Context: an optimization exercise on an open-source flow, tuned for small area, a short achievable clock period and few clock cycles per item. The choices shown serve that exercise and are no tape-out recipe.
Where RTL was checked, it was by simulation tests only, not by an equivalence proof against the original.
No functional check of the RTL was part of runs 1 and 2.

==> flow/design.v <==
module cifrari_add32 (
    input  wire [31:0] a,
    input  wire [31:0] b,
    input  wire        ci,
    output wire [31:0] s
);
    wire [31:0] p = a ^ b;
    wire [31:0] g0 = a & b;
    wire [31:0] gl [0:5];
    wire [31:0] pl [0:5];
    assign gl[0] = {g0[31:1], g0[0] | (p[0] & ci)};
    assign pl[0] = p;
    genvar k, i;
    generate
        for (k = 0; k < 5; k = k + 1) begin : lvl
            for (i = 0; i < 32; i = i + 1) begin : bit_
                if ((i >> k) & 1) begin : comb
                    localparam integer J = ((i >> k) << k) - 1;
                    assign gl[k+1][i] = gl[k][i] | (pl[k][i] & gl[k][J]);
                    assign pl[k+1][i] = pl[k][i] & pl[k][J];
                end else begin : pass
                    assign gl[k+1][i] = gl[k][i];
                    assign pl[k+1][i] = pl[k][i];
                end
            end
        end
    endgenerate
    assign s = p ^ {gl[5][30:0], ci};
endmodule
module cifrari_perm (
    input  wire         clk,
    input  wire         rst,
    input  wire         in_valid,
    output wire         in_ready,
    input  wire [511:0] in_block,
    output wire         out_valid,
    output wire [511:0] out_block
);
    function automatic [31:0] rotl11(input [31:0] v); rotl11 = {v[20:0], v[31:21]}; endfunction
    function automatic [31:0] rotl17(input [31:0] v); rotl17 = {v[14:0], v[31:15]}; endfunction
    function automatic [31:0] rotl13(input [31:0] v); rotl13 = {v[18:0], v[31:19]}; endfunction
    function automatic [31:0] rotl7 (input [31:0] v); rotl7  = {v[24:0], v[31:25]}; endfunction
    reg  [511:0] r1;           
    reg  [511:0] r2;           
    reg  [511:0] r3;           
    reg          busy1, busy2, busy3, done1;
    reg          rdy;          
    reg  [5:0]   cnt1, cnt2, cnt3;   
    wire [511:0] s1, s2, s3;   
    wire [511:0] p3;           
    genvar g, r, j;
    generate
        for (g = 0; g < 4; g = g + 1) begin : mix
            wire [31:0] a  = r1[32*(g     ) +: 32];
            wire [31:0] b  = r1[32*(g +  4) +: 32];
            wire [31:0] c  = r1[32*(g +  8) +: 32];
            wire [31:0] d  = r1[32*(g + 12) +: 32];
            wire [31:0] a1, a2, b1;
            cifrari_add32 u_a1 (.a(a), .b(b), .ci(1'b0), .s(a1));
            wire [31:0] c1 = rotl11(c);
            wire [31:0] d1 = d ^ a1;
            wire [31:0] nc = ~c1;
            wire [31:0] cs = a ^ b ^ nc;
            wire [31:0] cc = (a & b) | (a & nc) | (b & nc);
            cifrari_add32 u_a2 (.a(cs), .b({cc[30:0], 1'b0}), .ci(1'b1), .s(a2));
            cifrari_add32 u_b1 (.a(b), .b(~c), .ci(1'b1), .s(b1));
            assign s1[32*(g     ) +: 32] = rotl13(a2);
            assign s1[32*(g +  4) +: 32] = rotl17(b1);
            assign s1[32*(g +  8) +: 32] = c1 ^ d1;
            assign s1[32*(g + 12) +: 32] = d1;
            wire [31:0] xa = r2[32*(g     ) +: 32];
            wire [31:0] xb = r2[32*(g +  4) +: 32];
            wire [31:0] xc = r2[32*(g +  8) +: 32];
            wire [31:0] xd = r2[32*(g + 12) +: 32];
            wire [31:0] d2, c3;
            cifrari_add32 u_d2 (.a(xd), .b(xb), .ci(1'b0), .s(d2));
            cifrari_add32 u_c3 (.a(xc), .b(xa), .ci(1'b0), .s(c3));
            assign s2[32*(g     ) +: 32] = xa;
            assign s2[32*(g +  4) +: 32] = xb ^ d2;
            assign s2[32*(g +  8) +: 32] = c3;
            assign s2[32*(g + 12) +: 32] = d2;
            wire [31:0] ya = r3[32*(g     ) +: 32];
            wire [31:0] yb = r3[32*(g +  4) +: 32];
            wire [31:0] yc = r3[32*(g +  8) +: 32];
            wire [31:0] yd = r3[32*(g + 12) +: 32];
            wire [31:0] d3, b4, c4;
            cifrari_add32 u_d3 (.a(yd), .b(~yc), .ci(1'b1), .s(d3));
            cifrari_add32 u_b4 (.a(yb), .b(yc), .ci(1'b0), .s(b4));
            cifrari_add32 u_c4 (.a(~yb), .b(32'd0), .ci(1'b1), .s(c4));
            assign s3[32*(g     ) +: 32] = ya ^ d3;
            assign s3[32*(g +  4) +: 32] = b4;
            assign s3[32*(g +  8) +: 32] = c4;
            assign s3[32*(g + 12) +: 32] = rotl7(d3);
        end
        for (r = 0; r < 4; r = r + 1) begin : prow
            for (j = 0; j < 4; j = j + 1) begin : pcol
                assign p3[32*(4*r + j) +: 32] = s3[32*(4*r + ((r - j + 4) % 4)) +: 32];
            end
        end
    endgenerate
    wire free3 = !busy3;
    always @(posedge clk) begin
        r2 <= s1;
        r3 <= s2;
        r1 <= free3 ? in_block : p3;
    end
    always @(posedge clk) begin
        if (rst) begin
            busy1 <= 1'b0;
            busy2 <= 1'b0;
            rdy   <= 1'b1;
            busy3 <= 1'b0;
            done1 <= 1'b0;
        end else begin
            busy2 <= busy1 && !done1;
            busy3 <= busy2;
            rdy   <= !busy2;
            busy1 <= free3 ? in_valid : busy3;
            done1 <= busy3 && (cnt3 == 6'd39);
        end
    end
    always @(posedge clk) begin
        cnt2 <= cnt1;
        cnt3 <= cnt2;
        cnt1 <= free3 ? 6'd0 : cnt3 + 6'd1;
    end
    assign in_ready  = rdy;
    assign out_valid = done1;
    assign out_block = r1;
endmodule
==> flow/flow/run.sh <==
#!/bin/bash
set -euo pipefail
MARGIN=10.5
bash standard.sh SETUP_SLACK_MARGIN=$MARGIN finish > standard.log 2>&1
==> flow/standard.sh <==
#!/bin/bash
# synth_recipe.tcl (not shown) runs the flow's synth.tcl, then flattens the netlist and writes it again
# the make line also repeats each setting of config.mk as NAME=value (left out here)
make -C /OpenROAD-flow-scripts/flow DESIGN_CONFIG=/design/flow/config.mk WORK_HOME=/design/flow/orfs CLKGATE_MAP_FILE= SYNTH_SCRIPT=/design/flow/synth_recipe.tcl "${@:-finish}"
==> flow/config.mk <==
export PLATFORM = sky130hd
export DESIGN_NAME = cifrari_perm
export DESIGN_NICKNAME = cifrari_perm
export VERILOG_FILES = /design/flow/design.v
export SDC_FILE = /design/flow/constraint.sdc
export NUM_CORES = 4
export LEC_CHECK = 0
export CAP_MARGIN = 40
export CORE_MARGIN = 2
export CORE_UTILIZATION = 30
export PLACE_DENSITY = 0.5
export SETUP_SLACK_MARGIN = 0.3
export SLEW_MARGIN = 40
==> flow/constraint.sdc <==
create_clock -name core_clock -period 14.5 [get_ports {clk}]
set_input_delay 2.9000 -clock core_clock [delete_from_list [all_inputs] [get_ports {clk}]]
set_output_delay 2.9000 -clock core_clock [all_outputs]
set_load 0.01 [all_outputs]
==> summary.md, run 1 <==
| Metric | Value |
|---|---|
| Run status | finished clean |
| Compound-Gate Fraction of Synth Area | ~11% |
| RSZ-0062 raised after global routing | true |
| Number of slew-limit violations in the final report | 0 |
| Worst Hold Slack | around 0.32 ns |
| Max Fanout on Critical Path | 3 |
| Largest cells by area after synthesis | dfxtp_1 38%, ha_1 13%, xnor2_1 9.3% |
| Starting utilization of the core area | 30.1% |
| DRC marker count from the first detailed-route iteration | 6,747 |
| Slowest Stage Delay on Critical Path | a little over 0.5 ns |
| Worst hold path endpoint | r3[19] |
| Synthesized net count | 9,762 |
| Cell area after synthesis | slightly above 0.08 mm^2 |
| Data arrival time of the worst path | approximately 1.6 ns |
| Via count of the first global-routing pass | approximately 68,000 |
| CTS tree | yes |
| Net count of the finished layout | about 11,000 |
| Source-to-sink clock delay at the later pin of the worst-skew pair | 0.90 ns |
| Basic-gate share of the synthesized area counting and, or, nand and nor cells | 7.97% |
| Final wirelength | between 500,000 and 600,000 um |
| Post-synthesis sequential element count | 1,559 |
| Post-synthesis mux area share | under 10% |
| Source of the worst hold timing path | r2[19] |
| WS Path Type | reg -> out |
| XOR/XNOR share of the synthesized area | between 10 and 15% |
| Final GP Congestion | between 1 and 1.5 |
| Clk Tree Root Cell | clkbuf_16 |
| Logic depth of the worst register-to-register path | 11 |
| Horizontal extent of the die | 528 um |
| Detailed Routing Iterations Pass 1 | 7 |
| Mean cell area of the mapped netlist | between 10 and 15 um^2 |
| Via total after detailed routing | 70,200 |
| Pre-CTS setup slack | a little under 10 ns |
| Cell-by-cell trace of the critical path | buf_6 |
| P&R area growth vs syn | 36.0% |
| Estimated wirelength of the detail-placed design | roughly 440,000 um |
| Hold buffer count at CTS | 0 |
| Filler Cell Count | around 27,000 |
| Sequential cell area fraction in the yosys report | between 30% and 40% |
| Post-synth top area share | 37.9% |
| Count of nets left with antenna violations after detail routing | 0 |
| Setup Viol. Count Final | 0 |
| Minimum setup slack among reg-to-reg paths | 10.40 ns |
| Post-layout minimum cycle time | 4.49 ns |
| Number of warnings printed during yosys synthesis | 2 |
| Sum of negative setup slack | 0 ns |
| Initial antenna violation count | ~140 |
| Gate count of the mapped netlist | between 8,000 and 9,000 |
| Dominant delay contributor by cell family on the critical path | flip-flops |
| Hold path cells | 0 |
| Clock skew after layout | 0.0680 ns |
| Number of flops mapped to enable cells by yosys | 0 |
| Library cell with the highest instance count after synthesis | dfxtp_1 |
| Max_cap viols | 0 |
| Worst rel slew slack | a little under a third |
| Largest net degree at the start of global routing | between 60 and 70 |
| H-tree Lvls | 4 |
| Final routed DRC violation total | 0 |
| Dominant combinational cell family by area after synthesis | adder cells |
| Number of core rows | approximately 190 |
| Final Cycle Share | 31.0% |
| Most common flop cell mapped by yosys | dfxtp_1 |
| Hold WC Path Type | reg -> reg |
| Proportion of synthesized flip-flops having asynchronous set or reset | 0% |
| Crit. End Element | primary output |
| Gr usage total | between 30% and 40% |
| Die area | roughly 0.28 mm^2 |
| Count of final hold-check violations | 0 |
| Unique cell type count in the Yosys netlist | 85 |
| Launching point of the worst reg2reg path | r2[75] |
| Commonest cells in the netlist | 1,559 x dfxtp_1, 1,022 x inv_1, 871 x xnor2_1 |
| Clock tree sinks | roughly 1,600 |
| RR Endpoint | r3[351] |
| # IOs | between 1,000 and 1,500 |
| Startpoint type of the worst setup path | register |
| Area share of fa/ha/maj cells after synthesis | roughly a fifth |
| Crit path buf inv count | 1 |
| Vias/cell | around 5.1 |
| Wire length of the first global-routing pass | 642,000 um |
| Placeable core area | about 0.27 mm^2 |
| Worst path required time | 11.60 ns |
| Final worst setup slack | approximately 10 ns |
| Overflow left after global routing | 0 |
| Detailed-route wire length per cell | between 30 and 40 um |
| Standard cell with the maximum stage delay on the critical path | dfxtp_4 |
| Share of post-route cells with drive strength above 1 | between 20% and 30% |
| TritonCTS buffer count | about 200 |
| I/O Buffers | just over 1,000 |
| Largest area contributor in the netlist | dfxtp_1 |
| Least-Margin Pin Slew | about 1.0 ns |
| Die Y | between 500 and 600 um |
| Clock transition at the register clock pins on the worst setup and hold paths after CTS | approximately 0.060 ns |
| Clock Path Buffers | 4 |
| Maximum operating frequency | around 0.22 GHz |
-- state kept, by name (all words and copies together) (netlist names) --
name / count
busy1: 1
busy2: 1
busy3: 1
cnt1: 6
cnt2: 6
cnt3: 6
done1: 1
r1: 512
r2: 512
r3: 512
rdy: 1
-- worst max path at each step --
stage | start | to | slack (ns) | depth (start not counted)
after global placement | r3[416] | r1[113] | 9.57 | 14
final | r1[421] | out_block[421] | 10.01 | 1
after floorplan | r1[96] | r2[108] | 11.01 | 14
after CTS | r1[249] | out_block[249] | 9.95 | 1
after global routing | r1[249] | out_block[249] | 9.98 | 1
after detailed placement | r1[128] | r2[11] | 9.82 | 14
-- cell families after synthesis --
logic type / Yosys count
DFF: 1559
muxes: 331
AOI/OAI and AO/OA: 1433
and+or+nand+nor: 1293
xor gates and xnor gates: 1281
buffers and inverters: 1108
adders and majority gates: 1121
-- through the flow --
stage | utilization [%] | instance area, um^2 | cells
global route | 40.9 | 112000 | 13700
global placement | 35.6 | 97200 | 12700
detailed placement | 35.7 | 97600 | 12700
CTS | 40.6 | 111000 | 13500
floorplan | - | 82200 | 8126
finish | 41.0 | 112000 | 13800
-- final cells by class --
class / count / area, um^2 / area share [%]
flip-flops and latches: 1559 / 33000 / 29.5
clock buffers: 263 / 5620 / 5.03
repair buffers: 1585 / 15400 / 13.7
multi-input cells: 5459 / 47900 / 42.8
well taps: 3589 / 4490 / 4.01
inverters: 1024 / 3850 / 3.44
diodes: 187 / 468 / 0.418
clock inverters: 101 / 1210 / 1.08
-- layer usage --
| layer | track usage, % | up-vias | part of all wire (%) |
|---|---|---|---|
| met2 | 52.3 | 3388 | 42 |
| met4 | 20.9 | 64 | 6.7 |
| met1 | 46.5 | 35000 | 43 |
| met3 | 7.60 | 797 | 7.9 |
| li1 | - | 31000 | - |
| met5 | 0 | - | 0.077 |
-- layout by cell type (no fill, tap or decap), types with 35 or more instances in the layout --
cell	instances
dfxtp_1	1047
inv_1	1020
ha_1	857
xnor2_1	825
buf_4	540
clkdlybuf4s50_1	514
buf_6	491
a21oi_1	476
dfxtp_4	443
nor2_1	409
xor2_1	388
mux2_2	327
fa_1	259
a21o_1	244
o21ai_0	218
nand2_1	211
clkbuf_16	201
diode_2	187
nor3_1	115
nand3_1	111
o21a_1	92
nor2b_1	83
o21bai_1	76
dfxtp_2	69
nand4_1	67
nand2b_1	60
clkinv_2	46
xnor2_2	40
and3_1	38
clkbuf_8	36
or3_1	35
-- what timing repair did --
action,CTS,global route
setup buffers,465,33
resized for setup,3863,73
setup endpoints to repair,642,619
pin swaps,5,15
==> inputs of run 2 (changes only) <==
==> flow/flow/run.sh (replaced) <==
#!/bin/bash
set -euo pipefail
MARGIN=10.5
bash standard.sh SETUP_SLACK_MARGIN=$MARGIN \
    "BUFFER_PORTS_ARGS=-buffer_cell sky130_fd_sc_hd__buf_1" \
    finish > standard.log 2>&1
--- a/flow/config.mk
+++ b/flow/config.mk
@@ -7,7 +7,8 @@
 export LEC_CHECK = 0
 export CAP_MARGIN = 40
 export CORE_MARGIN = 2
-export CORE_UTILIZATION = 30
-export PLACE_DENSITY = 0.5
+export CORE_UTILIZATION = 50
+export CTS_BUF_LIST = sky130_fd_sc_hd__clkbuf_8
+export PLACE_DENSITY = 0.6
 export SETUP_SLACK_MARGIN = 0.3
 export SLEW_MARGIN = 40
==> run 2 against run 1 <==
Net effect: first-iteration DRC count is 28% higher; clock-buffer cell count up 98; clock skew grew 0.018 ns; register-to-register slack better by 0.05 ns; fmax decreased by 2.9%; design area shrank 5.8%; wire length fell by 14%; worst setup slack worse by 0.13 ns; core utilization up 24 points; sequential share of layout area increased by 1.8 points; critical endpoint is now out_block[387].
==> summary.md, run 2 <==
| Metric | Value |
|---|---|
| Via count of the first global-routing pass | approximately 70,000 |
| Synthesized net count | slightly below 10,000 |
| TritonCTS buffer count | between 200 and 300 |
| Mean cell area of the mapped netlist | 10.1 um^2 |
| Largest registers ranked by flip-flop count | r1 x512, r2 x512, r3 x512 |
| Starting utilization of the core area | about half |
| Worst hold path endpoint | cnt3[4] |
| Wire length of the first global-routing pass | between 500,000 and 600,000 um |
| Worst path required time | 11.60 ns |
| Clock transition at the register clock pins on the worst setup and hold paths after CTS | ~0.060 ns |
| Number of core rows | between 100 and 150 |
| Met2 global-route usage | ~72% |
| RR Endpoint | r2[309] |
| P&R area growth vs syn | 28.2% |
| Clk Tree Root Cell | clkbuf_8 |
| WS Path Type | reg -> out |
| Largest cells by area after synthesis | dfxtp_1 38%, ha_1 13%, xnor2_1 9.3% |
| Proportion of synthesized flip-flops having asynchronous set or reset | 0% |
| Post-layout minimum cycle time | 4.63 ns |
| Cell-by-cell trace of the critical path | buf_6 |
| Worst rel slew slack | 32.9% |
| Largest net degree at the start of global routing | about 90 |
| Hold path cells | 0 |
| Initial antenna violation count | between 90 and 100 |
| Startpoint type of the worst setup path | register |
| Dominant delay contributor by cell family on the critical path | flip-flops |
| Detailed-route wire length per cell | about 35 um |
| Count of nets left with antenna violations after detail routing | 0 |
| Largest area contributor in the netlist | dfxtp_1 |
| Maximum operating frequency | 0.216 GHz |
| Library cell with the highest instance count after synthesis | dfxtp_1 |
| Logic depth of the worst register-to-register path | 12 |
| Hold buffer count at CTS | 0 |
| Horizontal extent of the die | between 400 and 500 um |
| Unique cell type count in the Yosys netlist | between 80 and 90 |
| Clock skew after layout | about 0.086 ns |
| Clock Path Buffers | 4 |
| Overflow left after global routing | 0 |
| Setup Viol. Count Final | 0 |
| Minimum setup slack among reg-to-reg paths | about 10 ns |
| Count of final hold-check violations | 0 |
| # IOs | a little over 1,000 |
| Gr usage total | 50.6% |
| RSZ-0062 raised after global routing | true |
| Sequential cell area fraction in the yosys report | around 38% |
| Layer with the highest usage after global routing | met2 |
| Source of the worst hold timing path | cnt2[4] |
| I/O Buffers | a little over 1,000 |
| Cell area after synthesis | between 0.08 and 0.09 mm^2 |
| Filler Cell Count | 13,400 |
| Gate count of the mapped netlist | 8,126 |
| Die Y | a little over 400 um |
| Clock tree sinks | about 1,600 |
| Number of slew-limit violations in the final report | 0 |
| Sum of negative setup slack | 0 ns |
| Vias/cell | 5.92 |
| DRC marker count from the first detailed-route iteration | 8,620 |
| Hold WC Path Type | reg -> reg |
| Met3 usage | between 10 and 15% |
| Crit path buf inv count | 1 |
| Crit. End Element | primary output |
| Net count of the finished layout | between 10,000 and 15,000 |
| Source-to-sink clock delay at the later pin of the worst-skew pair | between 1 and 1.5 ns |
| Max Fanout on Critical Path | 2 |
| Placeable core area | approximately 0.16 mm^2 |
| Run status | finished clean |
| Slowest Stage Delay on Critical Path | between 0.4 and 0.5 ns |
| CTS tree | yes |
| Final standard cell area without fillers | approximately 0.11 mm^2 |
| Die area | 0.168 mm^2 |
| Post-synth top area share | 37.9% |
| Estimated wirelength of the detail-placed design | roughly 360,000 um |
| Number of warnings printed during yosys synthesis | 2 |
| Most common flop cell mapped by yosys | dfxtp_1 |
| Commonest cells in the netlist | 1,559 x dfxtp_1, 1,022 x inv_1, 871 x xnor2_1 |
| Data arrival time of the worst path | 1.73 ns |
| Final routed DRC violation total | 0 |
| Standard cell with the maximum stage delay on the critical path | dfxtp_4 |
| Final wirelength | roughly 440,000 um |
| Final Cycle Share | roughly a third |
| Cell area reported after detailed placement | approximately 0.089 mm^2 |
| Share of post-route cells with drive strength above 1 | about 25% |
| Commonest non-fill, non-tap cell in the layout | inv_1 |
| Detailed Routing Iterations Pass 1 | 6 |
| Via total after detailed routing | between 70,000 and 80,000 |
| H-tree Lvls | 5 |
| Top library cells by usage in the layout, fill and taps aside | 1,089 x inv_1, 1,045 x dfxtp_1, 857 x ha_1, 827 x xnor2_1, 577 x buf_4 |
| Least-Margin Pin Slew | approximately 1.0 ns |
| Number of flops mapped to enable cells by yosys | 0 |
| Met1 track demand over resource in global routing | 61.0% |
| Launching point of the worst reg2reg path | r1[172] |
| Final GP Congestion | between 1 and 1.5 |
| Post-synthesis sequential element count | 1,559 |
| Max_cap viols | 0 |
[run 2: cell type report]
type | instances | area, um^2 | share of cell area (%)
sequential | 1559 | 33000 | 31.3
inverter | 1024 | 3850 | 3.65
multi-input combinational | 5459 | 47800 | 45.3
clock buffer | 361 | 4970 | 4.71
tap | 2175 | 2720 | 2.58
clock inverter | 116 | 724 | 0.687
antenna | 70 | 175 | 0.166
timing repair buffer | 1616 | 12200 | 11.6
[run 2: what timing repair did]
item                                    4_1_cts  5_1_grt
resized for setup                          2097       70
pin swaps                                     1       13
gates cloned                                  0        0
hold endpoints to repair                      0        0
endpoints found under the setup margin      591      631
buffers inserted                            499       47
[run 2: worst max-delay path by stage]
stage               startpoint             end  depth (start not counted)
floorplan               r1[96]         r2[108]                         14
global placement        r1[65]          r2[76]                         14
CTS                    r1[387]  out_block[387]                          1
global route           r1[387]  out_block[387]                          1
detailed placement     r3[288]         r1[478]                         14
finish                 r1[387]  out_block[387]                          1
[run 2: cell families (layout without fill, tap and decap cells)]
family                     after synthesis  in the layout  share of synthesized area (%)
xor gates and xnor gates              1281           1281                           13.9
other                                    0             70                              0
adders and majority gates             1121           1121                           19.5
DFF                                   1559           1559                           37.9
buffers and inverters                 1108           3117                           5.08
muxes                                  331            331                           4.53
and+or+nand+nor                       1293           1293                           7.97
AOI/OAI and AO/OA                     1433           1433                           11.1
[run 2: per-stage QoR]
stage | hold slack, ns | cells | util [%] | worst slack, ns
2_1_floorplan | 0.310 | 8126 | - | 11.01
3_3_place_gp | 0.310 | 11300 | 54.5 | 9.89
3_5_place_dp | 0.314 | 11300 | 54.7 | 9.93
4_1_cts | 0.326 | 12300 | 64.0 | 9.88
5_1_grt | 0.328 | 12300 | 64.6 | 9.87
6_report | 0.326 | 12400 | 64.6 | 9.87
[run 2: layer usage]
layer	share of wire, %	routed length [um]	vias up
li1	-	-	31100
met1	36	159000	35400
met2	40	176000	5254
met3	11	48700	1614
met4	12	54000	34
met5	0.047	208	-
==> inputs of run 3 (changes only) <==
--- a/flow/design.v
+++ b/flow/design.v
@@ -76,19 +76,19 @@
             cifrari_add32 u_d2 (.a(xd), .b(xb), .ci(1'b0), .s(d2));
             cifrari_add32 u_c3 (.a(xc), .b(xa), .ci(1'b0), .s(c3));
             assign s2[32*(g     ) +: 32] = xa;
-            assign s2[32*(g +  4) +: 32] = xb ^ d2;
-            assign s2[32*(g +  8) +: 32] = c3;
+            assign s2[32*(g +  4) +: 32] = ~(xb ^ d2);
+            assign s2[32*(g +  8) +: 32] = ~c3;
             assign s2[32*(g + 12) +: 32] = d2;
             wire [31:0] ya = r3[32*(g     ) +: 32];
             wire [31:0] yb = r3[32*(g +  4) +: 32];
             wire [31:0] yc = r3[32*(g +  8) +: 32];
             wire [31:0] yd = r3[32*(g + 12) +: 32];
-            wire [31:0] d3, b4, c4;
-            cifrari_add32 u_d3 (.a(yd), .b(~yc), .ci(1'b1), .s(d3));
-            cifrari_add32 u_b4 (.a(yb), .b(yc), .ci(1'b0), .s(b4));
-            cifrari_add32 u_c4 (.a(~yb), .b(32'd0), .ci(1'b1), .s(c4));
+            wire [31:0] d3, nb4, c4;
+            cifrari_add32 u_d3 (.a(yd), .b(yc), .ci(1'b1), .s(d3));
+            cifrari_add32 u_b4 (.a(yb), .b(yc), .ci(1'b1), .s(nb4));
+            cifrari_add32 u_c4 (.a(yb), .b(32'd0), .ci(1'b1), .s(c4));
             assign s3[32*(g     ) +: 32] = ya ^ d3;
-            assign s3[32*(g +  4) +: 32] = b4;
+            assign s3[32*(g +  4) +: 32] = ~nb4;
             assign s3[32*(g +  8) +: 32] = c4;
             assign s3[32*(g + 12) +: 32] = rotl7(d3);
         end
==> flow/flow/run.sh (replaced) <==
#!/bin/bash
set -euo pipefail
MARGIN=10.15
bash standard.sh SETUP_SLACK_MARGIN=$MARGIN \
    "BUFFER_PORTS_ARGS=-buffer_cell sky130_fd_sc_hd__buf_1" \
    finish > standard.log 2>&1
--- a/flow/config.mk
+++ b/flow/config.mk
@@ -7,8 +7,9 @@
 export LEC_CHECK = 0
 export CAP_MARGIN = 40
 export CORE_MARGIN = 2
-export CORE_UTILIZATION = 50
-export CTS_BUF_LIST = sky130_fd_sc_hd__clkbuf_8
-export PLACE_DENSITY = 0.6
+export CORE_UTILIZATION = 60
+export CTS_CLUSTER_DIAMETER = 80
+export CTS_CLUSTER_SIZE = 20
+export PLACE_DENSITY = 0.7
 export SETUP_SLACK_MARGIN = 0.3
 export SLEW_MARGIN = 40
==> run 3 against run 2 <==
Net effect: still clean; die area decreased by 17%; non-clock buffer count fell by 551; cell count is 9.8% lower; core utilization up 3.2 points.
==> summary.md, run 3 <==
| Metric | Value |
|---|---|
| Detailed Routing Iterations Pass 1 | 8 |
| Startpoint type of the worst setup path | register |
| Clock tree sinks | roughly 1,600 |
| Slowest Stage Delay on Critical Path | between 0.5 and 0.6 ns |
| Setup Viol. Count Final | 0 |
| Number of slew-limit violations in the final report | 0 |
| Standard cell with the maximum stage delay on the critical path | dfxtp_4 |
| Mean cell area of the mapped netlist | between 9 and 10 um^2 |
| Placeable core area | 0.135 mm^2 |
| Detailed-route wire length per cell | ~34 um |
| Source-to-sink clock delay at the later pin of the worst-skew pair | between 0.7 and 0.8 ns |
| Hold WC Path Type | reg -> reg |
| Commonest non-fill, non-tap cell in the layout | dfxtp_1 |
| Clock transition at the register clock pins on the worst setup and hold paths after CTS | approximately 0.090 ns |
| Share of post-route cells with drive strength above 1 | a little under a tenth |
| Hold buffer count at CTS | 0 |
| Starting utilization of the core area | 60.4% |
| Die Y | 373 um |
| Max_cap viols | 0 |
| Initial antenna violation count | 65 |
| Logic depth of the worst register-to-register path | 13 |
| RR Endpoint | r3[382] |
| Gr usage total | between 50 and 60% |
| Number of flops mapped to enable cells by yosys | 0 |
| Via total after detailed routing | around 70,000 |
| Maximum operating frequency | 0.228 GHz |
| Via count of the first global-routing pass | approximately 66,000 |
| Horizontal extent of the die | between 300 and 400 um |
| Unique cell type count in the Yosys netlist | 77 |
| Largest net degree at the start of global routing | ~140 |
| Post-synth top area share | 38.2% |
| Count of final hold-check violations | 0 |
| Crit. End Element | primary output |
| TritonCTS buffer count | between 90 and 100 |
| Worst hold path endpoint | cnt2[4] |
| Top layer in use | met5 |
| Sum of negative setup slack | 0 ns |
| Vias/cell | roughly 6.3 |
| Final routed DRC violation total | 0 |
| Library cell with the highest instance count after synthesis | dfxtp_1 |
| Cell area after synthesis | 0.0817 mm^2 |
| Cell-by-cell trace of the critical path | buf_2 |
| Clk Tree Root Cell | clkbuf_16 |
| Final GP Congestion | around 1.1 |
| Commonest cells in the netlist | 1,559 x dfxtp_1, 948 x xnor2_1, 937 x inv_1 |
| WS Path Type | reg -> out |
| Crit path buf inv count | 1 |
| Largest registers ranked by flip-flop count | r1 x512, r2 x512, r3 x512 |
| Largest cells by area after synthesis | dfxtp_1 38%, ha_1 13%, xnor2_1 10% |
| Worst path required time | between 10 and 15 ns |
| Proportion of synthesized flip-flops having asynchronous set or reset | 0% |
| Post-synthesis sequential element count | roughly 1,600 |
| Met3 WL post-DR | ~52,000 um |
| CTS tree | yes |
| Wire length on met2 | between 100,000 and 150,000 um |
| Most common flop cell mapped by yosys | dfxtp_1 |
| Worst Hold Slack | approximately 0.33 ns |
| Number of warnings printed during yosys synthesis | 2 |
| DP Cell Count | 11,000 |
| Least-Margin Pin Slew | just over 1 ns |
| Non-filler cells in the finished layout | 11,200 |
| Post-layout minimum cycle time | 4.39 ns |
| P&R area growth vs syn | 12.3% |
| Hold path cells | 0 |
| RSZ-0062 raised after global routing | true |
| I/O Buffers | 1,028 |
| Gate count of the mapped netlist | 8,244 |
| Final Cycle Share | 30.3% |
| Final wirelength | just under 400,000 um |
| Dominant delay contributor by cell family on the critical path | flip-flops |
| Number of core rows | 135 |
| Largest area contributor in the netlist | dfxtp_1 |
| Synthesized net count | just under 10,000 |
| Estimated wirelength of the detail-placed design | approximately 330,000 um |
| Run status | finished clean |
| Top library cells by usage in the layout, fill and taps aside | 1,234 x dfxtp_1, 951 x buf_1, 936 x inv_1, 932 x xnor2_1, 857 x ha_1 |
| Launching point of the worst reg2reg path | r2[352] |
| Sequential cell area fraction in the yosys report | about two fifths |
| Clock Path Buffers | 3 |
| DRC marker count from the first detailed-route iteration | 9,246 |
| Overflow left after global routing | 0 |
| Count of nets left with antenna violations after detail routing | 0 |
| Routed length on met1 | 134,000 um |
| Source of the worst hold timing path | cnt1[4] |
| Wire length of the first global-routing pass | 510,000 um |
| Clock skew after layout | 0.0299 ns |
| Worst rel slew slack | between 30% and 40% |
| H-tree Lvls | 3 |
| Net count of the finished layout | about 11,000 |
| Die area | approximately 0.14 mm^2 |
| Data arrival time of the worst path | ~1.5 ns |
| Minimum setup slack among reg-to-reg paths | 10.23 ns |
| Max Fanout on Critical Path | 3 |
| # IOs | between 1,000 and 1,500 |
run 3: final cells by class:
| type | count | area, um^2 |
|---|---|---|
| timing repair buffer | 1065 | 4320 |
| clock inverter | 29 | 347 |
| sequential | 1559 | 31900 |
| tap | 1781 | 2230 |
| antenna | 37 | 92.6 |
| inverter | 937 | 3520 |
| fill | 10700 | 43500 |
| clock buffer | 100 | 2430 |
| multi-input combinational | 5653 | 46900 |
run 3: routing by layer:
| layer | global-route usage (%) | vias up |
|---|---|---|
| met5 | 0 | - |
| met4 | 54.1 | 44 |
| met3 | 18.9 | 1553 |
| met2 | 74.0 | 5185 |
| met1 | 62.8 | 33400 |
| li1 | - | 29800 |
run 3: logic make-up after synthesis:
family / after synthesis / share of synthesized area (%)
mux: 189 / 2.60
fa+ha+maj: 1121 / 19.6
buf+inv: 1032 / 4.74
compound gates: 1537 / 11.8
simple gates: 1520 / 8.79
xor+xnor: 1286 / 14.2
flops: 1559 / 38.2
run 3: how the worst max path moves through the flow:
stage                  from        endpoint  slack [ns]  cells after the start
floorplan            r1[96]         r2[108]       10.73                     14
global placement    r3[352]          r1[49]        9.83                     12
detailed placement  r1[226]         r2[108]        9.92                     14
CTS                 r1[320]  out_block[320]        9.97                      1
global route        r1[160]          r2[44]       10.01                     14
finish              r1[320]  out_block[320]       10.11                      1
run 3: metrics by stage:
step	area (um^2)	setup WS, ns	util, %
3_5_place_dp	87700	9.92	64.9
4_1_cts	91500	9.97	67.6
5_1_grt	91700	10.01	67.8
2_1_floorplan	81700	10.73	-
3_3_place_gp	87600	9.83	64.7
6_report	91800	10.11	67.8
run 3: repair_timing:
item / CTS / global route
setup endpoints to repair: 365 / 25
buffers inserted: 15 / 4
pin swaps: 0 / 2
resized for setup: 535 / 20
Testbench counts of run 3, summed over its fixed seeds: cycles 21,640, items 512.
==> inputs of run 4 (changes only) <==
==> flow/flow/run.sh (replaced) <==
#!/bin/bash
set -euo pipefail
MARGIN=10.0
bash standard.sh SETUP_SLACK_MARGIN=$MARGIN \
    "BUFFER_PORTS_ARGS=-buffer_cell sky130_fd_sc_hd__buf_1" \
    finish > standard.log 2>&1
--- a/flow/config.mk
+++ b/flow/config.mk
@@ -7,9 +7,9 @@
 export LEC_CHECK = 0
 export CAP_MARGIN = 40
 export CORE_MARGIN = 2
-export CORE_UTILIZATION = 60
+export CORE_UTILIZATION = 50
 export CTS_CLUSTER_DIAMETER = 80
 export CTS_CLUSTER_SIZE = 20
-export PLACE_DENSITY = 0.7
+export PLACE_DENSITY = 0.6
 export SETUP_SLACK_MARGIN = 0.3
 export SLEW_MARGIN = 40
==> run 4 against run 3 <==
Net effect: still clean on timing, DRC and antenna; first-iteration DRC count is 14% lower; via count is 1.7% lower; critical path depth stayed put; critical endpoint is now out_block[241].
==> summary.md, run 4 <==
| Metric | Value |
|---|---|
| Run status | finished clean |
| # IOs | 1,029 |
| Total area of multi-input combinational cells | around 0.047 mm^2 |
| Largest registers ranked by flip-flop count | r1 x512, r2 x512, r3 x512 |
| Met3 usage | between 10% and 20% |
| Top library cells by usage in the layout, fill and taps aside | 1,386 x dfxtp_1, 1,007 x buf_1, 936 x inv_1, 920 x xnor2_1, 857 x ha_1 |
| Clk Tree Root Cell | clkbuf_16 |
| Synthesized net count | 9,880 |
| CTS tree | yes |
| Share of post-route cells with drive strength above 1 | 7.56% |
| Non-filler cells in the finished layout | between 10,000 and 15,000 |
| Final Cycle Share | a little under a third |
| Hold buffer count at CTS | 0 |
| Library cell with the highest instance count after synthesis | dfxtp_1 |
| Initial antenna violation count | a little over 60 |
| Estimated wirelength of the detail-placed design | around 350,000 um |
| Pre-CTS setup slack | about 10 ns |
| Data arrival time of the worst path | approximately 1.6 ns |
| Commonest cells in the netlist | 1,559 x dfxtp_1, 948 x xnor2_1, 937 x inv_1 |
| Post-synthesis sequential element count | between 1,500 and 2,000 |
| Clock transition at the register clock pins on the worst setup and hold paths after CTS | 0.08 ns |
| Gate count of the mapped netlist | about 8,200 |
| Post-route core utilization | between 50% and 60% |
| Maximum operating frequency | 0.220 GHz |
| Wire length of the first global-routing pass | 530,000 um |
| Cell area reported after detailed placement | about 0.09 mm^2 |
| Number of warnings printed during yosys synthesis | 2 |
| Worst rel slew slack | a little under a third |
| DP Cell Count | 11,400 |
| Least-Margin Pin Slew | 1.03 ns |
| Via total after detailed routing | between 60,000 and 70,000 |
| Post-synth top area share | a little under two fifths |
| Sequential cell area fraction in the yosys report | between 30% and 40% |
| Met1 track demand over resource in global routing | ~60% |
| Final GP Congestion | around 1.1 |
| Number of core rows | about 150 |
| Count of nets left with antenna violations after detail routing | 0 |
| Dominant delay contributor by cell family on the critical path | flip-flops |
| Post-CTS setup buffer count | 0 |
| Setup Viol. Count Final | 0 |
| Clock Path Buffers | 3 |
| Max Fanout on Critical Path | 4 |
| Starting utilization of the core area | about 50% |
| Final wirelength | 405,000 um |
| Commonest non-fill, non-tap cell in the layout | dfxtp_1 |
| Slowest Stage Delay on Critical Path | 0.59 ns |
| Final worst setup slack | approximately 10 ns |
| Detailed-route wire length per cell | between 30 and 40 um |
| Filler Cell Count | roughly 15,000 |
| Worst Hold Slack | around 0.33 ns |
| Startpoint type of the worst setup path | register |
| Largest area contributor in the netlist | dfxtp_1 |
| Crit path buf inv count | 1 |
| Mean cell area of the mapped netlist | roughly 10 um^2 |
| Cell-by-cell trace of the critical path | buf_2 |
| Gr usage total | between 40% and 50% |
| Final routed DRC violation total | 0 |
| Net count of the finished layout | between 10,000 and 15,000 |
| Sum of negative setup slack | 0 ns |
| Clock tree sinks | approximately 1,600 |
| Layer with the highest usage after global routing | met2 |
| Source-to-sink clock delay at the later pin of the worst-skew pair | between 0.7 and 0.8 ns |
| P&R area growth vs syn | 13.1% |
| Placeable core area | between 0.15 and 0.2 mm^2 |
| Die area | approximately 0.17 mm^2 |
| Standard cell with the maximum stage delay on the critical path | dfxtp_1 |
| Max_cap viols | 0 |
| Clock skew after layout | 0.0420 ns |
| Number of flops mapped to enable cells by yosys | 0 |
| Storage element area | about 0.031 mm^2 |
| Via count of the first global-routing pass | roughly 64,000 |
| Most common flop cell mapped by yosys | dfxtp_1 |
| Die Y | 408 um |
| WS Path Type | reg -> out |
| TritonCTS buffer count | between 100 and 150 |
| Crit. End Element | primary output |
| Unique cell type count in the Yosys netlist | 77 |
| Post-layout minimum cycle time | 4.54 ns |
| Largest net degree at the start of global routing | 88 |
| Final standard cell area without fillers | 0.0924 mm^2 |
| DRC marker count from the first detailed-route iteration | roughly 8,000 |
| H-tree Lvls | 3 |
| I/O Buffers | about 1,000 |
| RSZ-0062 raised after global routing | false |
| Count of final hold-check violations | 0 |
| Hold WC Path Type | reg -> reg |
| Cell area after synthesis | approximately 0.082 mm^2 |
| Largest cells by area after synthesis | dfxtp_1 38%, ha_1 13%, xnor2_1 10% |
| Proportion of synthesized flip-flops having asynchronous set or reset | 0% |
| Horizontal extent of the die | about 410 um |
| Overflow left after global routing | 0 |
| Worst path required time | 11.60 ns |
| Detailed Routing Iterations Pass 1 | 7 |
| Met2 global-route usage | 67.4% |
| Vias/cell | 5.93 |
| Number of slew-limit violations in the final report | 0 |
==> run 4: cell count changes in the layout (fill, tap and decap cells not counted), sizes merged <==
| cell | change |
|---|---|
| bufinv | +1 |
| clkinvlp | -4 |
| buf | -12 |
| clkbuf | +23 |
| inv | +20 |
| diode | -4 |
| clkinv | +12 |
==> run 4: logic make-up (layout without fill, tap and decap cells) <==
logic type                 count (synthesis)  after routing  synth area share (%)
DFF                                     1559           1559                  38.2
and+or+nand+nor                         1520           1520                  8.79
other                                      0             33                     0
AOI/OAI and AO/OA                       1537           1537                  11.8
muxes                                    189            189                  2.60
adders and majority gates               1121           1121                  19.6
buffers and inverters                   1032           2171                  4.74
xor gates and xnor gates                1286           1286                  14.2
==> run 4: path summary, 6_finish.rpt <==
path         startpoint        endpoint  slack, ns  cells after the start
max             r1[241]  out_block[241]       9.96                      1
min             cnt1[4]         cnt2[4]       0.33                      0
max reg2reg     r3[224]         r1[205]      10.11                     13
min reg2reg     cnt1[4]         cnt2[4]       0.33                      0
==> run 4: layout make-up <==
class                   count  area share [%]
multi-input cells        5653            50.8
repair buffers           1053            4.42
clock inverters            58           0.770
inverters                 937            3.81
diodes                     33          0.0894
flip-flops and latches   1559            34.0
well taps                2175            2.95
clock buffers             123            3.12
==> run 4: metal layers <==
layer	up-vias	wire length, um	share of wire [%]
met4	28	41000	10
met3	1129	44100	11
met1	33400	156000	39
li1	29800	-	-
met2	4345	163000	40
met5	-	189	0.047
==> run 4: what timing repair did <==
action,in CTS,in global routing
endpoints found under the hold margin,0,0
setup endpoints to repair,183,10
pin swaps,0,0
resized for setup,195,10
==> inputs of run 5 (changes only) <==
--- a/flow/design.v
+++ b/flow/design.v
@@ -55,39 +55,38 @@
             wire [31:0] b  = r1[32*(g +  4) +: 32];
             wire [31:0] c  = r1[32*(g +  8) +: 32];
             wire [31:0] d  = r1[32*(g + 12) +: 32];
-            wire [31:0] a1, a2, b1;
+            wire [31:0] nc = ~c;
+            wire [31:0] a1, b1;
             cifrari_add32 u_a1 (.a(a), .b(b), .ci(1'b0), .s(a1));
-            wire [31:0] c1 = rotl11(c);
-            wire [31:0] d1 = d ^ a1;
-            wire [31:0] nc = ~c1;
-            wire [31:0] cs = a ^ b ^ nc;
-            wire [31:0] cc = (a & b) | (a & nc) | (b & nc);
-            cifrari_add32 u_a2 (.a(cs), .b({cc[30:0], 1'b0}), .ci(1'b1), .s(a2));
-            cifrari_add32 u_b1 (.a(b), .b(~c), .ci(1'b1), .s(b1));
-            assign s1[32*(g     ) +: 32] = rotl13(a2);
+            cifrari_add32 u_b1 (.a(b), .b(nc), .ci(1'b1), .s(b1));
+            assign s1[32*(g     ) +: 32] = a1;
             assign s1[32*(g +  4) +: 32] = rotl17(b1);
-            assign s1[32*(g +  8) +: 32] = c1 ^ d1;
-            assign s1[32*(g + 12) +: 32] = d1;
+            assign s1[32*(g +  8) +: 32] = rotl11(nc);        
+            assign s1[32*(g + 12) +: 32] = d ^ a1;            
             wire [31:0] xa = r2[32*(g     ) +: 32];
             wire [31:0] xb = r2[32*(g +  4) +: 32];
             wire [31:0] xc = r2[32*(g +  8) +: 32];
             wire [31:0] xd = r2[32*(g + 12) +: 32];
-            wire [31:0] d2, c3;
-            cifrari_add32 u_d2 (.a(xd), .b(xb), .ci(1'b0), .s(d2));
-            cifrari_add32 u_c3 (.a(xc), .b(xa), .ci(1'b0), .s(c3));
-            assign s2[32*(g     ) +: 32] = xa;
-            assign s2[32*(g +  4) +: 32] = ~(xb ^ d2);
-            assign s2[32*(g +  8) +: 32] = ~c3;
+            wire [31:0] a2, d2;
+            cifrari_add32 u_a2 (.a(xa), .b(xc), .ci(1'b1), .s(a2));    
+            cifrari_add32 u_d2 (.a(xd), .b(xb), .ci(1'b0), .s(d2));    
+            assign s2[32*(g     ) +: 32] = ~rotl13(a2);       
+            assign s2[32*(g +  4) +: 32] = ~(xb ^ d2);        
+            assign s2[32*(g +  8) +: 32] = xc ^ xd;           
             assign s2[32*(g + 12) +: 32] = d2;
             wire [31:0] ya = r3[32*(g     ) +: 32];
             wire [31:0] yb = r3[32*(g +  4) +: 32];
             wire [31:0] yc = r3[32*(g +  8) +: 32];
             wire [31:0] yd = r3[32*(g + 12) +: 32];
+            wire [31:0] ds = yd ^ yc ^ ya;
+            wire [31:0] dc = (yd & yc) | (yd & ya) | (yc & ya);
+            wire [31:0] bs = yb ^ yc ^ ya;
+            wire [31:0] bc = (yb & yc) | (yb & ya) | (yc & ya);
             wire [31:0] d3, nb4, c4;
-            cifrari_add32 u_d3 (.a(yd), .b(yc), .ci(1'b1), .s(d3));
-            cifrari_add32 u_b4 (.a(yb), .b(yc), .ci(1'b1), .s(nb4));
+            cifrari_add32 u_d3 (.a(ds), .b({dc[30:0], 1'b1}), .ci(1'b1), .s(d3));
+            cifrari_add32 u_b4 (.a(bs), .b({bc[30:0], 1'b1}), .ci(1'b1), .s(nb4));
             cifrari_add32 u_c4 (.a(yb), .b(32'd0), .ci(1'b1), .s(c4));
-            assign s3[32*(g     ) +: 32] = ya ^ d3;
+            assign s3[32*(g     ) +: 32] = ~(ya ^ d3);
             assign s3[32*(g +  4) +: 32] = ~nb4;
             assign s3[32*(g +  8) +: 32] = c4;
             assign s3[32*(g + 12) +: 32] = rotl7(d3);
==> flow/flow/run.sh (replaced) <==
#!/bin/bash
set -euo pipefail
MARGIN=10.1
bash standard.sh SETUP_SLACK_MARGIN=$MARGIN \
    "BUFFER_PORTS_ARGS=-buffer_cell sky130_fd_sc_hd__buf_1" \
    finish > standard.log 2>&1
--- a/flow/config.mk
+++ b/flow/config.mk
@@ -7,9 +7,9 @@
 export LEC_CHECK = 0
 export CAP_MARGIN = 40
 export CORE_MARGIN = 2
-export CORE_UTILIZATION = 50
+export CORE_UTILIZATION = 60
 export CTS_CLUSTER_DIAMETER = 80
 export CTS_CLUSTER_SIZE = 20
-export PLACE_DENSITY = 0.6
+export PLACE_DENSITY = 0.7
 export SETUP_SLACK_MARGIN = 0.3
 export SLEW_MARGIN = 40
==> run 5 against run 4 <==
Net effect: critical path depth grew 1; design area shrank 4.7%; sequential cell count is the same; worst hold slack lost 0.0011 ns; non-clock buffer count grew 9; clock-buffer cell count shrank 21; die area shrank 20%; worst setup slack gained 0.091 ns; first-iteration DRC count grew 13%; largest cell class unchanged; highest routed layer unchanged.
==> summary.md, run 5 <==
| Metric | Value |
|---|---|
| Run status | finished clean |
| Share of post-route cells with drive strength above 1 | approximately a tenth |
| Initial antenna violation count | 90 |
| Worst path required time | ~12 ns |
| Final routed DRC violation total | 0 |
| Starting utilization of the core area | roughly 60% |
| Post-synthesis sequential element count | around 1,600 |
| Detailed-route wire length per cell | 36.5 um |
| TritonCTS buffer count | 95 |
| Least-Margin Pin Slew | 1.08 ns |
| Source-to-sink clock delay at the later pin of the worst-skew pair | 0.78 ns |
| Vias/cell | approximately 6.3 |
| Number of flops mapped to enable cells by yosys | 0 |
| Die area | approximately 0.13 mm^2 |
| H-tree Lvls | 3 |
| Maximum operating frequency | 0.225 GHz |
| Number of warnings printed during yosys synthesis | 2 |
| Synthesized net count | 9,002 |
| Via total after detailed routing | 65,200 |
| Startpoint type of the worst setup path | register |
| Largest registers ranked by flip-flop count | r1 x512, r2 x512, r3 x512 |
| Post-route core utilization | between 60 and 70% |
| Via count of the first global-routing pass | 61,600 |
| Sum of negative setup slack | 0 ns |
| Estimated wirelength of the detail-placed design | between 300,000 and 400,000 um |
| Clock Path Buffers | 3 |
| Placeable core area | between 0.1 and 0.15 mm^2 |
| Final wirelength | roughly 380,000 um |
| P&R area growth vs syn | 13.2% |
| Number of core rows | 132 |
| Net count of the finished layout | roughly 10,000 |
| I/O Buffers | 1,028 |
| Overflow left after global routing | 0 |
| Commonest cells in the netlist | 1,559 x dfxtp_1, 741 x ha_1, 690 x xnor2_1 |
| CTS tree | yes |
| Post-layout minimum cycle time | approximately 4.4 ns |
| Detailed Routing Iterations Pass 1 | 8 |
| Sequential cell area fraction in the yosys report | 40.1% |
| Max Fanout on Critical Path | 2 |
| Horizontal extent of the die | 364 um |
| Clock transition at the register clock pins on the worst setup and hold paths after CTS | 0.09 ns |
| Largest net degree at the start of global routing | 120 |
| Wire length of the first global-routing pass | slightly below 500,000 um |
| Gr usage total | 55.4% |
| Most common flop cell mapped by yosys | dfxtp_1 |
| Count of nets left with antenna violations after detail routing | 0 |
| Clock skew after layout | roughly 0.041 ns |
| Count of final hold-check violations | 0 |
| Final Cycle Share | between 30% and 40% |
| Number of slew-limit violations in the final report | 0 |
| # IOs | between 1,000 and 1,500 |
| Proportion of synthesized flip-flops having asynchronous set or reset | 0% |
| Final GP Congestion | 1.14 |
| Clk Tree Root Cell | clkbuf_16 |
| Data arrival time of the worst path | approximately 1.6 ns |
| Setup Viol. Count Final | 0 |
| WS Path Type | reg -> out |
| Clock tree sinks | around 1,600 |
| Die Y | roughly 360 um |
| Top library cells by usage in the layout, fill and taps aside | 1,338 x dfxtp_1, 1,007 x buf_1, 741 x ha_1, 645 x xnor2_1, 598 x inv_1 |
| Unique cell type count in the Yosys netlist | 68 |
| Post-synth top area share | between 40% and 50% |
| Mean cell area of the mapped netlist | around 11 um^2 |
| Hold WC Path Type | reg -> reg |
| Crit. End Element | primary output |
| Gate count of the mapped netlist | between 7,000 and 8,000 |
| Max_cap viols | 0 |
| DRC marker count from the first detailed-route iteration | 8,980 |
| Worst rel slew slack | about 28% |
| Cell area after synthesis | about 0.078 mm^2 |
| Commonest non-fill, non-tap cell in the layout | dfxtp_1 |
| Library cell with the highest instance count after synthesis | dfxtp_1 |
| Largest area contributor in the netlist | dfxtp_1 |
| Largest cells by area after synthesis | dfxtp_1 40%, ha_1 12%, fa_1 9.3% |
| RSZ-0062 raised after global routing | true |
[run 5: cell types whose count changed after synthesis, moves of 43 or more]
cell / delta
a21oi_1: -120
fa_1: +96
ha_1: -116
inv_1: -338
mux2_2: +61
nand2_1: -43
nor2_1: -104
xnor2_1: -258
xor2_1: +164
[run 5: worst max-delay path: stages (launching register included)]
cell and delay (ns):
dfxtp_4 0.47, buf_12 0.17, buf_6 0.12
[run 5: logic make-up (layout without fill, tap and decap cells)]
| kind of cell | after synthesis | after routing | synth area share [%] |
|---|---|---|---|
| adders and majority gates | 1101 | 1101 | 21.2 |
| buffers and inverters | 689 | 1791 | 3.32 |
| other | 0 | 70 | 0 |
| DFF | 1559 | 1559 | 40.1 |
| AOI/OAI and AO/OA | 1285 | 1285 | 10.3 |
| and+or+nand+nor | 1327 | 1327 | 8.09 |
| xor gates and xnor gates | 1176 | 1176 | 13.4 |
| muxes | 249 | 249 | 3.60 |
[run 5: final timing paths]
path                            startpoint             end  slack (ns)  cells past startpoint
worst max register to register     r3[193]         r1[287]       10.08                     12
worst min register to register     cnt2[2]         cnt3[2]        0.33                      0
worst max-delay path               r1[157]  out_block[157]       10.05                      2
worst min-delay path               cnt2[2]         cnt3[2]        0.33                      0
[run 5: layout make-up]
type / instances / area, um^2
Timing Repair Buffer: 1062 / 4230
Sequential cell: 1559 / 31600
Fill cell: 9997 / 41100
Tap cell: 1742 / 2180
Clock inverter: 28 / 457
Inverter: 599 / 2250
Clock buffer: 102 / 2450
Multi-Input combinational cell: 5138 / 44700
Antenna cell: 70 / 175
[run 5: through the flow]
step	cells	area, um^2	hold slack, ns	setup slack (ns)
after floorplan	7386	77800	0.310	10.91
after global placement	10100	83700	0.310	9.72
after detailed placement	10100	84000	0.313	9.68
after CTS	10200	87500	0.332	10.09
after global routing	10200	87900	0.336	10.05
final	10300	88000	0.330	10.05
[run 5: layer usage]
layer / part of all wire [%] / vias up / track usage [%]
li1: - / 27000 / -
met1: 35 / 31500 / 65.9
met2: 39 / 5062 / 75.6
met3: 14 / 1525 / 21.2
met4: 12 / 52 / 53.6
met5: 0.096 / - / 0
[run 5: what timing repair did]
| action | CTS | global route |
|---|---|---|
| buffers inserted | 8 | 3 |
| hold buffers | 0 | 0 |
| pin swaps | 0 | 1 |
| cloned | 0 | 0 |
| resized for setup | 297 | 53 |
| endpoints found under the setup margin | 277 | 100 |
Testbench counts of run 5, summed over its fixed seeds: cycles 21,640, items 512.
==> inputs of run 6 (changes only) <==
==> flow/flow/run.sh (replaced) <==
#!/bin/bash
set -euo pipefail
MARGIN=10.3
bash standard.sh SETUP_SLACK_MARGIN=$MARGIN \
    "BUFFER_PORTS_ARGS=-buffer_cell sky130_fd_sc_hd__buf_1" \
    finish > standard.log 2>&1
--- a/flow/config.mk
+++ b/flow/config.mk
@@ -7,9 +7,9 @@
 export LEC_CHECK = 0
 export CAP_MARGIN = 40
 export CORE_MARGIN = 2
-export CORE_UTILIZATION = 60
+export CORE_UTILIZATION = 65
 export CTS_CLUSTER_DIAMETER = 80
 export CTS_CLUSTER_SIZE = 20
-export PLACE_DENSITY = 0.7
+export PLACE_DENSITY = 0.75
 export SETUP_SLACK_MARGIN = 0.3
 export SLEW_MARGIN = 40
==> run 6 against run 5 <==
Net effect: still clean on timing, DRC and antenna; clock skew fell by 0.017 ns; via count rose by 2.4%; worst hold slack got worse by 0.0025 ns; first-iteration DRC count rose by 16%; worst setup slack improved by 0.044 ns; wire length fell by 2.2%; clock-buffer cell count fell by 3; global-route usage rose by 2.9 points; largest cell class unchanged.
==> summary.md, run 6 <==
| Metric | Value |
|---|---|
| Run status | finished clean |
| Source of the worst hold timing path | cnt1[1] |
| Post-synthesis sequential element count | roughly 1,600 |
| Mean cell area of the mapped netlist | between 10 and 15 um^2 |
| Vias/cell | roughly 6.5 |
| RR Endpoint | r1[251] |
| Max_cap viols | 0 |
| RSZ-0062 raised after global routing | true |
| Sum of negative setup slack | 0 ns |
| CTS tree | yes |
| Clk Tree Root Cell | clkbuf_16 |
| Detailed-route wire length per cell | ~36 um |
| Wire length of the first global-routing pass | 484,000 um |
| Post-synth top area share | around 40% |
| Maximum operating frequency | 0.227 GHz |
| Gr usage total | between 50% and 60% |
| Final routed DRC violation total | 0 |
| Final standard cell area without fillers | between 0.08 and 0.09 mm^2 |
| Placeable core area | about 0.12 mm^2 |
| Net count of the finished layout | between 10,000 and 15,000 |
| Horizontal extent of the die | 350 um |
| Proportion of synthesized flip-flops having asynchronous set or reset | 0% |
| Overflow left after global routing | 0 |
| Cell area after synthesis | about 0.078 mm^2 |
| DRC marker count from the first detailed-route iteration | 10,400 |
| Number of flops mapped to enable cells by yosys | 0 |
| Starting utilization of the core area | roughly 66% |
| Top library cells by usage in the layout, fill and taps aside | 1,173 x dfxtp_1, 741 x ha_1, 696 x buf_1, 670 x xnor2_1, 598 x inv_1 |
| Pre-CTS setup slack | around 10 ns |
| Die area | between 0.1 and 0.15 mm^2 |
| Crit. End Element | register |
| WS Path Type | reg -> reg |
| Gate count of the mapped netlist | roughly 7,400 |
| Source-to-sink clock delay at the later pin of the worst-skew pair | 0.73 ns |
| Logic depth of the worst register-to-register path | 14 |
| Setup Viol. Count Final | 0 |
| Post-layout minimum cycle time | approximately 4.4 ns |
| Clock transition at the register clock pins on the worst setup and hold paths after CTS | 0.09 ns |
| Launching point of the worst reg2reg path | r3[192] |
| Largest net degree at the start of global routing | 141 |
| Via total after detailed routing | ~67,000 |
| Largest cells by area after synthesis | dfxtp_1 40%, ha_1 12%, fa_1 9.3% |
| Worst path required time | 15.08 ns |
| Cell area reported after detailed placement | ~0.084 mm^2 |
| I/O Buffers | between 1,000 and 1,500 |
| Estimated wirelength of the detail-placed design | just over 300,000 um |
| Final Cycle Share | between 30 and 40% |
| Final GP Congestion | 1.14 |
| Startpoint type of the worst setup path | register |
| Most common flop cell mapped by yosys | dfxtp_1 |
| Max Fanout on Critical Path | 3 |
| Minimum setup slack among reg-to-reg paths | slightly above 10 ns |
| Final wirelength | between 300,000 and 400,000 um |
| Clock skew after layout | between 0.02 and 0.025 ns |
| P&R area growth vs syn | 15.4% |
| Sequential cell area fraction in the yosys report | 40.1% |
| Via count of the first global-routing pass | around 64,000 |
| Initial antenna violation count | 75 |
| Data arrival time of the worst path | approximately 5.0 ns |
| TritonCTS buffer count | 90 |
| Final worst setup slack | 10.10 ns |
| Number of core rows | between 100 and 150 |
| Hold WC Path Type | reg -> reg |
| Library cell with the highest instance count after synthesis | dfxtp_1 |
| H-tree Lvls | 3 |
| Hold buffer count at CTS | 0 |
| Number of warnings printed during yosys synthesis | 2 |
| # IOs | 1,029 |
| Worst rel slew slack | between 30% and 40% |
| Count of nets left with antenna violations after detail routing | 0 |
| Hold path cells | 0 |
| Commonest non-fill, non-tap cell in the layout | dfxtp_1 |
| Least-Margin Pin Slew | approximately 1 ns |
| Synthesized net count | between 9,000 and 10,000 |
| Die Y | around 350 um |
| Share of post-route cells with drive strength above 1 | about 16% |
| Clock Path Buffers | 3 |
| Largest registers ranked by flip-flop count | r1 x512, r2 x512, r3 x512 |
| Worst hold path endpoint | cnt2[1] |
| Detailed Routing Iterations Pass 1 | 6 |
| Non-filler cells in the finished layout | just over 10,000 |
| Count of final hold-check violations | 0 |
| Clock tree sinks | roughly 1,600 |
| Largest area contributor in the netlist | dfxtp_1 |
| Unique cell type count in the Yosys netlist | 68 |
| DP Cell Count | 9,943 |
| Commonest cells in the netlist | 1,559 x dfxtp_1, 741 x ha_1, 690 x xnor2_1 |
| Filler Cell Count | between 8,000 and 9,000 |
| Number of slew-limit violations in the final report | 0 |
[run 6: cell types whose count changed in the layout (fill, tap and decap cells not counted), sizes merged]
cell    change
buf       +101
bufinv      -4
clkbuf     +46
clkinv      -6
diode      -33
inv         -8
[run 6: layer usage]
metal	GRT usage [%]	wire length, um
met1	67.0	120000
met3	23.7	56200
met4	60.6	49000
met2	79.1	141000
met5	2.00	494
[run 6: cell type report]
type / instances / area [um^2] / share of cell area [%]
inverter: 599 / 2250 / 2.50
antenna: 37 / 92.6 / 0.103
multi-input combinational: 5138 / 44400 / 49.5
clock buffer: 99 / 2360 / 2.63
timing repair buffer: 1212 / 6120 / 6.82
clock inverter: 10 / 118 / 0.131
sequential: 1559 / 32400 / 36.1
tap: 1600 / 2000 / 2.23
[run 6: worst max-delay path by stage]
stage	startpoint	endpoint	slack, ns	depth (start not counted)
finish	r3[192]	r1[251]	10.10	14
floorplan	r3[108]	r1[390]	10.91	15
detailed placement	r1[32]	r2[441]	9.99	14
global route	r1[126]	out_block[126]	10.18	1
CTS	r1[126]	out_block[126]	10.15	1
global placement	r1[96]	r2[510]	10.14	14
[run 6: metrics by stage]
| step | utilization [%] | hold slack, ns |
|---|---|---|
| floorplan | - | 0.310 |
| global route | 75.8 | 0.337 |
| detailed placement | 70.6 | 0.313 |
| finish | 75.9 | 0.328 |
| CTS | 75.3 | 0.328 |
| global placement | 70.5 | 0.311 |
[run 6: cell families after synthesis]
| family | after synthesis | synth area share, % |
|---|---|---|
| AO/OA/AOI/OAI | 1285 | 10.3 |
| XOR/XNOR | 1176 | 13.4 |
| adder cells (fa/ha/maj) | 1101 | 21.2 |
| buffers and inverters | 689 | 3.32 |
| flip-flops | 1559 | 40.1 |
| multiplexers | 249 | 3.60 |
| AND/OR/NAND/NOR | 1327 | 8.09 |
[run 6: critical path: stages, from the launching register on]
cell and delay [ns]:
dfxtp_1 0.39, inv_1 0.31, fa_1 0.49, ha_1 0.23
nor2b_1 0.16, o21ai_0 0.17, a21boi_0 0.34, o2111ai_2 0.25
a21oi_1 0.48, o21ai_1 0.19, nand2_1 0.20, o21ai_0 0.09
nor2b_1 0.14, xnor2_1 0.67, a21oi_1 0.16
[run 6: repair_timing]
item	4_1_cts	5_1_grt
gates resized for setup	1037	130
setup endpoints to repair	453	217
pin swaps	0	5
cloned	0	0
buffers inserted	149	16

==> afterwards: timing with drivers on the ports <==
No port has a modelled driver above. Below, the same layouts with a new extraction and two added sets of constraints. Step 1 assumes that a clkbuf_16 drives the clock port and a buf_2 every other input. Step 2 adds t to the input delays and takes it off the output delays; t is the mean of the earliest and latest rising clock arrival at the registers after step 1. Input paths then give back, and output paths get back, about the clock's delay inside the block. Three values: ideal ports, drivers, drivers and shift; two values: the first two.
run | shift t [ns] | setup slack, ns | worst setup path at the end | latest minus earliest clock arrival (ns) | slew at the worst register clock pin (ns)
run 1 | 0.972 | 10.007 / 9.897 / 9.952 | input to register | 0.069 / 0.069 | 0.07 / 0.07
run 2 | 1.139 | 9.873 / 9.775 / 10.450 | register to register | 0.087 / 0.087 | 0.07 / 0.07
run 3 | 0.839 | 10.107 / 10.013 / 10.232 | register to register | 0.030 / 0.030 | 0.09 / 0.09
run 4 | 0.837 | 9.962 / 9.870 / 10.112 | register to register | 0.043 / 0.043 | 0.10 / 0.10
run 5 | 0.848 | 10.053 / 9.965 / 10.080 | register to register | 0.042 / 0.042 | 0.09 / 0.09
run 6 | 0.809 | 10.096 / 10.056 / 10.096 | register to register | 0.027 / 0.027 | 0.10 / 0.10
After both steps every run listed still meets setup and hold. The setup slack of run 1, which loses most, moves by -0.110 ns with the drivers and by -0.055 ns with both steps.
